Source: an optimization exercise on an open RTL-to-GDS flow (aim: small area, a short achievable clock period and few clock cycles). Production flows keep margins and buffers that such runs may drop.
Only simulation tests tie the RTL to the original design; equivalence was not proved.
No activity file was given, so power comes from the tool's default toggle rates.

==> inputs of run K <==
// sc57
module sc57 (
    input  wire        clk,
    input  wire        rst,      
    input  wire        req,
    input  wire        we,
    input  wire [7:0]  addr,
    input  wire [63:0] wdata,
    output wire        ready,
    output reg         rvalid,
    output reg  [63:0] rdata
);
==> flow/config.mk <==
export PLATFORM = sky130hd
export DESIGN_NAME = sc57
export DESIGN_NICKNAME = sc57
export VERILOG_FILES = /design/flow/design.v
export SDC_FILE = /design/flow/constraint.sdc
export NUM_CORES = 4
export LEC_CHECK = 0
export CAP_MARGIN = 20
export CORE_MARGIN = 2
export CORE_UTILIZATION = 45
export CTS_BUF_LIST = sky130_fd_sc_hd__clkbuf_8
export PLACE_DENSITY = 0.6
export SETUP_SLACK_MARGIN = 5
export SLEW_MARGIN = 20
export TNS_END_PERCENT = 100
==> flow/constraint.sdc <==
create_clock -name core_clock -period 12.0 [get_ports {clk}]
set_input_delay 2.4000 -clock core_clock [delete_from_list [all_inputs] [get_ports {clk}]]
set_output_delay 2.4000 -clock core_clock [all_outputs]
set_load 0.01 [all_outputs]
run.sh (not shown) runs the stock make flow with config.mk's settings and CLKGATE_MAP_FILE= SYNTH_SCRIPT=/design/flow/synth_recipe.tcl, a recipe that flattens the netlist after the stock synthesis.
==> run B (differences from run K) <==
--- a/flow/design.v
+++ b/flow/design.v
@@ -53,11 +53,11 @@
     reg         cmd_env;       
     reg         cmd_pay;
     reg         cmd_x;         
     reg [6:0]   cnt;           
     reg [149:0] w;             
-    reg [11:0]  gcar;          
+    reg [7:0]   gcar;          
     reg [2:0]   dchr;          
     reg [2:0]   dgrp;          
     reg         xok;           
     reg         dlast;         
     reg         pd_v;          
@@ -116,40 +116,44 @@
     wire [143:0] buf_flat = {
         bufr[0],  bufr[1],  bufr[2],  bufr[3],  bufr[4],  bufr[5],
         bufr[6],  bufr[7],  bufr[8],  bufr[9],  bufr[10], bufr[11],
         bufr[12], bufr[13], bufr[14], bufr[15], bufr[16], bufr[17]
     };
-    wire [7:0] enc_pos = {1'b0, cnt} + {cnt, 1'b0};    
-    wire [2:0] enc_bits = (cnt < 7'd48) ? {buf_flat[8'd143 - enc_pos], buf_flat[8'd142 - enc_pos],
-                                           buf_flat[8'd141 - enc_pos]} : 3'd0;
-    integer i, ci, ri, gi;
+    wire [7:0] enc_pos = {cnt, 1'b0};                
+    wire [1:0] enc_bits = {buf_flat[8'd143 - enc_pos], buf_flat[8'd142 - enc_pos]};
+    integer i, ci, ri, gi, ga, gb;
     reg [149:0] w_enc;
-    reg [11:0]  gcar_n;
+    reg [7:0]   gcar_n;
+    reg [4:0]   g_act;
     integer s, j, g;
     reg ec, eco, egg, epp;
     reg [5:0] ed;
     reg [2:0] elo;
     always @(*) begin
         w_enc  = w;
         gcar_n = gcar;
         for (g = 0; g < 5; g = g + 1) begin
-            for (s = 0; s < 3; s = s + 1) begin
-                ec = (g == 0) ? enc_bits[2 - s] : gcar[(g - 1) * 3 + s];
+            for (s = 0; s < 2; s = s + 1) begin
+                ec = (g == 0) ? enc_bits[1 - s] : gcar[(g - 1) * 2 + s];
                 for (j = g * 5; j < g * 5 + 5; j = j + 1) begin
                     ed  = w_enc[6 * j +: 6];
                     egg = ed[5] | (ed[4] & ed[3] & ed[2] & (ed[1] | ed[0]));   
                     epp = (ed == 6'd28);
                     eco = egg | (epp & ec);
                     elo = {ed[1:0], ec};
                     w_enc[6 * j +: 6] = eco ? {ed[4:2] + {2'b00, |elo}, elo - 3'd1}
                                             : {ed[4:0], ec};
                     ec = eco;
                 end
-                if (g < 4) gcar_n[g * 3 + s] = ec;
+                if (g < 4) gcar_n[g * 2 + s] = ec;
             end
         end
     end
+    always @(*) begin
+        for (ga = 0; ga < 5; ga = ga + 1)
+            g_act[ga] = (cnt >= ga) && (cnt < 72 + ga);
+    end
     reg [29:0] conv_grp;
     reg [39:0] conv_chr;
     always @(*) begin
         case (cnt[2:0])
             3'd0:    conv_grp = w[29:0];       
@@ -159,12 +163,16 @@
             default: conv_grp = w[149:120];
         endcase
         for (ci = 0; ci < 5; ci = ci + 1)
             conv_chr[8 * ci +: 8] = alpha_char(conv_grp[6 * ci +: 6]);
     end
-    wire [7:0]   rtxt  = txt[raddr[5:0]];
-    wire [7:0]   pchar = rtxt;                  
+    reg [149:0] w_encg;
+    always @(*) begin
+        for (gb = 0; gb < 5; gb = gb + 1)
+            w_encg[30 * gb +: 30] = g_act[gb] ? w_enc[30 * gb +: 30] : w[30 * gb +: 30];
+    end
+    wire [7:0]   pchar = rdata[7:0];            
     wire [6:0]   pidx  = alpha_index(pchar);
     wire [5:0]   ppos  = raddr[5:0];
     wire [149:0] acc_next = {w[143:0], 6'd0} - {3'd0, w[143:0], 3'd0} + {6'd0, w[143:0]}
                           + {144'd0, pd};
     reg hyp_prev;                                
@@ -226,11 +234,11 @@
                                 pd_v <= 1'b0;
                                 pd   <= 6'd0;
                                 ovf  <= 1'b0;
                                 cnt  <= 7'd0;
                                 w    <= 150'd0;
-                                gcar <= 12'd0;
+                                gcar <= 8'd0;
                             end
                         end
                         8'h01: ;   
                         8'h02: tlen <= wdata[6:0];
                         8'h30: m_matchid <= wdata;
@@ -277,18 +285,18 @@
                 bufr[0] <= buf_sum;
                 state   <= cmd_env ? S_ENC : S_IDLE;
                 if (!cmd_env) status_code <= ST_OK;
             end
             S_ENC: begin
-                w    <= w_enc;
+                w    <= w_encg;
                 gcar <= gcar_n;
                 cnt  <= cnt + 7'd1;
                 for (gi = 0; gi < 5; gi = gi + 1)
-                    if (cnt == 7'd48 + gi)
+                    if (cnt == 7'd72 + gi)
                         for (i = 0; i < 5; i = i + 1)
                             txt[5 + 6 * gi + i] <= conv_chr[8 * i +: 8];
-                if (cnt == 7'd52) begin
+                if (cnt == 7'd76) begin
                     txt[0]  <= 8'h43;   
                     txt[1]  <= 8'h53;   
                     txt[2]  <= 8'h47;   
                     txt[3]  <= 8'h4F;   
                     txt[4]  <= 8'h2D;
@@ -413,10 +421,11 @@
             raddr <= raddr - (dec_skip ? 8'd2 : 8'd1);
         end
     end
     wire [4:0] rbuf_idx = raddr[4:0] - 5'h10;
     wire [7:0] rbuf = bufr[rbuf_idx];
+    wire [7:0] rtxt = txt[raddr[5:0]];
     always @(*) begin
         rdata = ({64{rs_stat}} & {61'd0, status_code})
               | ({64{rs_tlen}} & {57'd0, tlen})
               | ({64{rs_buf}}  & {56'd0, rbuf})
               | ({64{rs_txt}}  & {56'd0, rtxt})
CTS_BUF_LIST = default   (was sky130_fd_sc_hd__clkbuf_8)
==> run C (differences from run K) <==
--- a/flow/design.v
+++ b/flow/design.v
@@ -62,11 +62,25 @@
     reg         dlast;         
     reg         pd_v;          
     reg [5:0]   pd;
     reg         ovf;           
     reg [7:0]   raddr;         
-    assign ready = (state == S_IDLE);
+    reg       enc_rd_ok;
+    always @(*) begin
+        enc_rd_ok = 1'b1;
+        if (addr[7:6] == 2'b01) begin
+            case (addr[5:0])
+                6'd5,  6'd6,  6'd7,  6'd8,  6'd9:  enc_rd_ok = (cnt >= 7'd48);
+                6'd11, 6'd12, 6'd13, 6'd14, 6'd15: enc_rd_ok = (cnt >= 7'd49);
+                6'd17, 6'd18, 6'd19, 6'd20, 6'd21: enc_rd_ok = (cnt >= 7'd50);
+                6'd23, 6'd24, 6'd25, 6'd26, 6'd27: enc_rd_ok = (cnt >= 7'd51);
+                6'd29, 6'd30, 6'd31, 6'd32, 6'd33: enc_rd_ok = (cnt >= 7'd52);
+                default:                           enc_rd_ok = 1'b1;
+            endcase
+        end
+    end
+    assign ready = (state == S_IDLE) || (state == S_ENC && !we && enc_rd_ok);
     wire accept   = req && ready;
     wire wr       = accept && we;
     wire rd       = accept && !we;
     wire [4:0] buf_idx = addr[4:0] - 5'h10;    
     function [7:0] alpha_char;
@@ -116,13 +130,22 @@
     wire [143:0] buf_flat = {
         bufr[0],  bufr[1],  bufr[2],  bufr[3],  bufr[4],  bufr[5],
         bufr[6],  bufr[7],  bufr[8],  bufr[9],  bufr[10], bufr[11],
         bufr[12], bufr[13], bufr[14], bufr[15], bufr[16], bufr[17]
     };
-    wire [7:0] enc_pos = {1'b0, cnt} + {cnt, 1'b0};    
-    wire [2:0] enc_bits = (cnt < 7'd48) ? {buf_flat[8'd143 - enc_pos], buf_flat[8'd142 - enc_pos],
-                                           buf_flat[8'd141 - enc_pos]} : 3'd0;
+    wire [6:0] enc_nk  = cnt + 7'd1;
+    wire [7:0] enc_pos = {1'b0, enc_nk} + {enc_nk, 1'b0};    
+    wire [2:0] enc_nxt = (enc_nk < 7'd48) ? {buf_flat[8'd143 - enc_pos], buf_flat[8'd142 - enc_pos],
+                                             buf_flat[8'd141 - enc_pos]} : 3'd0;
+    reg  [2:0] enc_bits;
+    always @(posedge clk) begin
+        case (state)
+            S_ENC:   enc_bits <= enc_nxt;
+            S_XSUM:  enc_bits <= buf_sum[7:5];
+            default: enc_bits <= wdata[2] ? mpack_bytes[143:141] : buf_flat[143:141];
+        endcase
+    end
     integer i, ci, ri, gi;
     reg [149:0] w_enc;
     reg [11:0]  gcar_n;
     integer s, j, g;
     reg ec, eco, egg, epp;
@@ -216,11 +239,18 @@
                                     else if (!tlen_ok)
                                         status_code <= ST_BADCODE;
                                     else
                                         state <= S_DEC;
                                 end
-                                else if (wdata[2]) state <= S_PACK;   
+                                else if (wdata[2]) begin              
+                                    for (i = 0; i < 18; i = i + 1)
+                                        bufr[i] <= wdata[4] ? xpack_bytes[143 - 8*i -: 8]
+                                                            : mpack_bytes[143 - 8*i -: 8];
+                                    if (wdata[4])      state <= S_XSUM;    
+                                    else if (wdata[1]) state <= S_ENC;
+                                    else               status_code <= ST_OK;
+                                end
                                 else state <= S_ENC;
                                 dchr <= 3'd0;
                                 dgrp <= 3'd0;
                                 dlast <= 1'b0;
                                 pd_v <= 1'b0;
@@ -264,17 +294,10 @@
                                 txt[addr[5:0]] <= wdata[7:0];
                         end
                     endcase
                 end
             end
-            S_PACK: begin
-                for (i = 0; i < 18; i = i + 1) begin
-                    bufr[i] <= cmd_x ? xpack_bytes[143 - 8*i -: 8] : mpack_bytes[143 - 8*i -: 8];
-                end
-                state <= cmd_x ? S_XSUM : (cmd_env ? S_ENC : S_IDLE);
-                if (!cmd_x && !cmd_env) status_code <= ST_OK;
-            end
             S_XSUM: begin
                 bufr[0] <= buf_sum;
                 state   <= cmd_env ? S_ENC : S_IDLE;
                 if (!cmd_env) status_code <= ST_OK;
             end
@@ -284,11 +307,11 @@
                 cnt  <= cnt + 7'd1;
                 for (gi = 0; gi < 5; gi = gi + 1)
                     if (cnt == 7'd48 + gi)
                         for (i = 0; i < 5; i = i + 1)
                             txt[5 + 6 * gi + i] <= conv_chr[8 * i +: 8];
-                if (cnt == 7'd52) begin
+                if (cnt == 7'd0) begin
                     txt[0]  <= 8'h43;   
                     txt[1]  <= 8'h53;   
                     txt[2]  <= 8'h47;   
                     txt[3]  <= 8'h4F;   
                     txt[4]  <= 8'h2D;
@@ -296,12 +319,13 @@
                     txt[16] <= 8'h2D;
                     txt[22] <= 8'h2D;
                     txt[28] <= 8'h2D;
                     tlen        <= 7'd34;
                     status_code <= ST_OK;
-                    state       <= S_IDLE;
                 end
+                if (cnt == 7'd52)
+                    state <= S_IDLE;
             end
             S_DEC: begin
                 if (pd_v) begin
                     w[143:0] <= acc_next[143:0];
                     ovf      <= dec_ovf;
@@ -383,37 +407,28 @@
             end
             default: state <= S_IDLE;
             endcase
         end
     end
-    reg        rs_stat, rs_tlen, rs_buf, rs_txt;
-    reg [2:0]  rs_m;
-    reg [20:0] rs_x;
-    wire a_buf = (addr >= 8'h10) && (addr <= 8'h21);
     wire start_dec = wr && (addr == 8'h00) && legal_cmd(wdata[7:0]) && wdata[0] && wdata[1] &&
                      tlen_ok;
-    wire a_txt = (addr[7:6] == 2'b01);
     always @(posedge clk) begin
-        if (rd) begin
-            raddr   <= addr;
-            rs_stat <= (addr == 8'h01);
-            rs_tlen <= (addr == 8'h02);
-            rs_buf  <= a_buf;
-            rs_txt  <= a_txt;
-            for (ri = 0; ri < 3; ri = ri + 1)  rs_m[ri] <= (addr == 8'h30 + ri);
-            for (ri = 0; ri < 21; ri = ri + 1) rs_x[ri] <= (addr == 8'h80 + ri);
-        end else if (start_dec) begin
-            raddr   <= {2'b01, tlen[5:0] - 6'd1};
-            rs_stat <= 1'b0;
-            rs_tlen <= 1'b0;
-            rs_buf  <= 1'b0;
-            rs_txt  <= 1'b1;
-            rs_m    <= 3'd0;
-            rs_x    <= 21'd0;
-        end else if (state == S_DEC && !dlast && pidx[6]) begin
+        if (rd)
+            raddr <= addr;
+        else if (start_dec)
+            raddr <= {2'b01, tlen[5:0] - 6'd1};
+        else if (state == S_DEC && !dlast && pidx[6])
             raddr <= raddr - (dec_skip ? 8'd2 : 8'd1);
-        end
+    end
+    wire       rs_stat = (raddr == 8'h01);
+    wire       rs_tlen = (raddr == 8'h02);
+    wire       rs_buf  = (raddr >= 8'h10) && (raddr <= 8'h21);
+    wire       rs_txt  = (raddr[7:6] == 2'b01);
+    wire [2:0] rs_m    = {raddr == 8'h32, raddr == 8'h31, raddr == 8'h30};
+    reg  [20:0] rs_x;
+    always @(*) begin
+        for (ri = 0; ri < 21; ri = ri + 1) rs_x[ri] = (raddr == 8'h80 + ri);
     end
     wire [4:0] rbuf_idx = raddr[4:0] - 5'h10;
     wire [7:0] rbuf = bufr[rbuf_idx];
     always @(*) begin
         rdata = ({64{rs_stat}} & {61'd0, status_code})
CORE_UTILIZATION = 40   (was 45)
CTS_BUF_LIST = default   (was sky130_fd_sc_hd__clkbuf_8)
==> run E (differences from run K) <==
--- a/flow/design.v
+++ b/flow/design.v
@@ -117,15 +117,16 @@
         bufr[0],  bufr[1],  bufr[2],  bufr[3],  bufr[4],  bufr[5],
         bufr[6],  bufr[7],  bufr[8],  bufr[9],  bufr[10], bufr[11],
         bufr[12], bufr[13], bufr[14], bufr[15], bufr[16], bufr[17]
     };
     wire [7:0] enc_pos = {1'b0, cnt} + {cnt, 1'b0};    
-    wire [2:0] enc_bits = (cnt < 7'd48) ? {buf_flat[8'd143 - enc_pos], buf_flat[8'd142 - enc_pos],
-                                           buf_flat[8'd141 - enc_pos]} : 3'd0;
-    integer i, ci, ri, gi;
+    wire [2:0] enc_bits = {buf_flat[8'd143 - enc_pos], buf_flat[8'd142 - enc_pos],
+                           buf_flat[8'd141 - enc_pos]};
+    integer i, ci, ri, gi, ga, gb;
     reg [149:0] w_enc;
     reg [11:0]  gcar_n;
+    reg [4:0]   g_act;
     integer s, j, g;
     reg ec, eco, egg, epp;
     reg [5:0] ed;
     reg [2:0] elo;
     always @(*) begin
@@ -146,10 +147,14 @@
                 end
                 if (g < 4) gcar_n[g * 3 + s] = ec;
             end
         end
     end
+    always @(*) begin
+        for (ga = 0; ga < 5; ga = ga + 1)
+            g_act[ga] = (cnt >= ga) && (cnt < 48 + ga);
+    end
     reg [29:0] conv_grp;
     reg [39:0] conv_chr;
     always @(*) begin
         case (cnt[2:0])
             3'd0:    conv_grp = w[29:0];       
@@ -159,12 +164,16 @@
             default: conv_grp = w[149:120];
         endcase
         for (ci = 0; ci < 5; ci = ci + 1)
             conv_chr[8 * ci +: 8] = alpha_char(conv_grp[6 * ci +: 6]);
     end
-    wire [7:0]   rtxt  = txt[raddr[5:0]];
-    wire [7:0]   pchar = rtxt;                  
+    reg [149:0] w_encg;
+    always @(*) begin
+        for (gb = 0; gb < 5; gb = gb + 1)
+            w_encg[30 * gb +: 30] = g_act[gb] ? w_enc[30 * gb +: 30] : w[30 * gb +: 30];
+    end
+    wire [7:0]   pchar = rdata[7:0];            
     wire [6:0]   pidx  = alpha_index(pchar);
     wire [5:0]   ppos  = raddr[5:0];
     wire [149:0] acc_next = {w[143:0], 6'd0} - {3'd0, w[143:0], 3'd0} + {6'd0, w[143:0]}
                           + {144'd0, pd};
     reg hyp_prev;                                
@@ -277,11 +286,11 @@
                 bufr[0] <= buf_sum;
                 state   <= cmd_env ? S_ENC : S_IDLE;
                 if (!cmd_env) status_code <= ST_OK;
             end
             S_ENC: begin
-                w    <= w_enc;
+                w    <= w_encg;
                 gcar <= gcar_n;
                 cnt  <= cnt + 7'd1;
                 for (gi = 0; gi < 5; gi = gi + 1)
                     if (cnt == 7'd48 + gi)
                         for (i = 0; i < 5; i = i + 1)
@@ -413,10 +422,11 @@
             raddr <= raddr - (dec_skip ? 8'd2 : 8'd1);
         end
     end
     wire [4:0] rbuf_idx = raddr[4:0] - 5'h10;
     wire [7:0] rbuf = bufr[rbuf_idx];
+    wire [7:0] rtxt = txt[raddr[5:0]];
     always @(*) begin
         rdata = ({64{rs_stat}} & {61'd0, status_code})
               | ({64{rs_tlen}} & {57'd0, tlen})
               | ({64{rs_buf}}  & {56'd0, rbuf})
               | ({64{rs_txt}}  & {56'd0, rtxt})
CTS_BUF_LIST = default   (was sky130_fd_sc_hd__clkbuf_8)
==> results.yml <==
status:
  status: "no timing/DRC/antenna violations"
sta:
  setup_ws_ns: 4.80
finish:
  clkCellAreaFrac_pct: 5.01
floorplan:
  dieHeight_um: 451
global_routing:
  grt_usage_pct: 45.1
critical_path:
  cp_common_cell: "buf_4"
pwr:
  clk-power_mw: 4.81
Source of the figures above: run B

==> results.yml <==
sta:
  setup_ws_ns: 4.86
critical_path:
  cp_common_cell: "buf_4"
floorplan:
  dieHeight_um: 473
pwr:
  clk-power_mw: 4.98
status:
  status: "no timing/DRC/antenna violations"
Source of the figures above: run E

==> results.yml <==
status:
  status: "no timing/DRC/antenna violations"
finish:
  clkCellAreaFrac_pct: 4.25
sta:
  setup_ws_ns: 4.44
drt:
  top_layer: "met5"
global_routing:
  busiest_layer: "met2"
  grt_usage_pct: 42.6
critical_path:
  cp_common_cell: "ha_4"
  cp.depth: 37
floorplan:
  dieHeight_um: 469
Source of the figures above: run K

==> results.yml <==
status:
  status: "no timing/DRC/antenna violations"
pwr:
  power_density_nw_per_um2: 130
  clk-power_mw: 4.94
finish:
  clkCellAreaFrac_pct: 4.61
cts:
  clock_latency_ns: 0.87
global_routing:
  grt_usage_pct: 36.0
floorplan:
  dieHeight_um: 505
drt:
  first_iter_violations: 13800
  via_count: 89800
Source of the figures above: run C

Testbench counts of run K, summed over its fixed seeds: cycles 34,336.
Testbench counts of run B, summed over its fixed seeds: cycles 39,712.
Testbench counts of run C, summed over its fixed seeds: cycles 31,456.
Testbench counts of run E, summed over its fixed seeds: cycles 34,336.

-- separate check: timing with driven ports --
Ports are ideal in the flow. The routed layouts listed here were re-timed in OpenROAD.
Step 1 sets driving cells, clkbuf_16 on the clock port and buf_2 on the other inputs (assumed; they add their load-dependent delay and slew).
Step 2 times the ports against the registers' clock, not the clock port: input delays grow and output delays shrink by t, the midpoint of the rising clock arrivals with the driver on.
a / b / c = no drivers / after step 1 / after step 2; a / b = the first two.
run	t (ns)	setup WS [ns]	latest minus earliest clock arrival (ns)	worst data-port slew with drivers (ns)
run K	1.136	4.439 / 4.439 / 4.084	0.110 / 0.110	0.16
run B	0.955	4.797 / 4.698 / 4.572	0.072 / 0.072	0.11
run C	0.947	4.891 / 4.826 / 4.690	0.061 / 0.062	0.16
run E	0.941	4.864 / 4.773 / 4.064	0.069 / 0.069	0.16
After both steps setup and hold are still met in every run listed. The setup slack of run E, which loses most, moves by -0.091 ns with the drivers and by -0.800 ns with both steps.
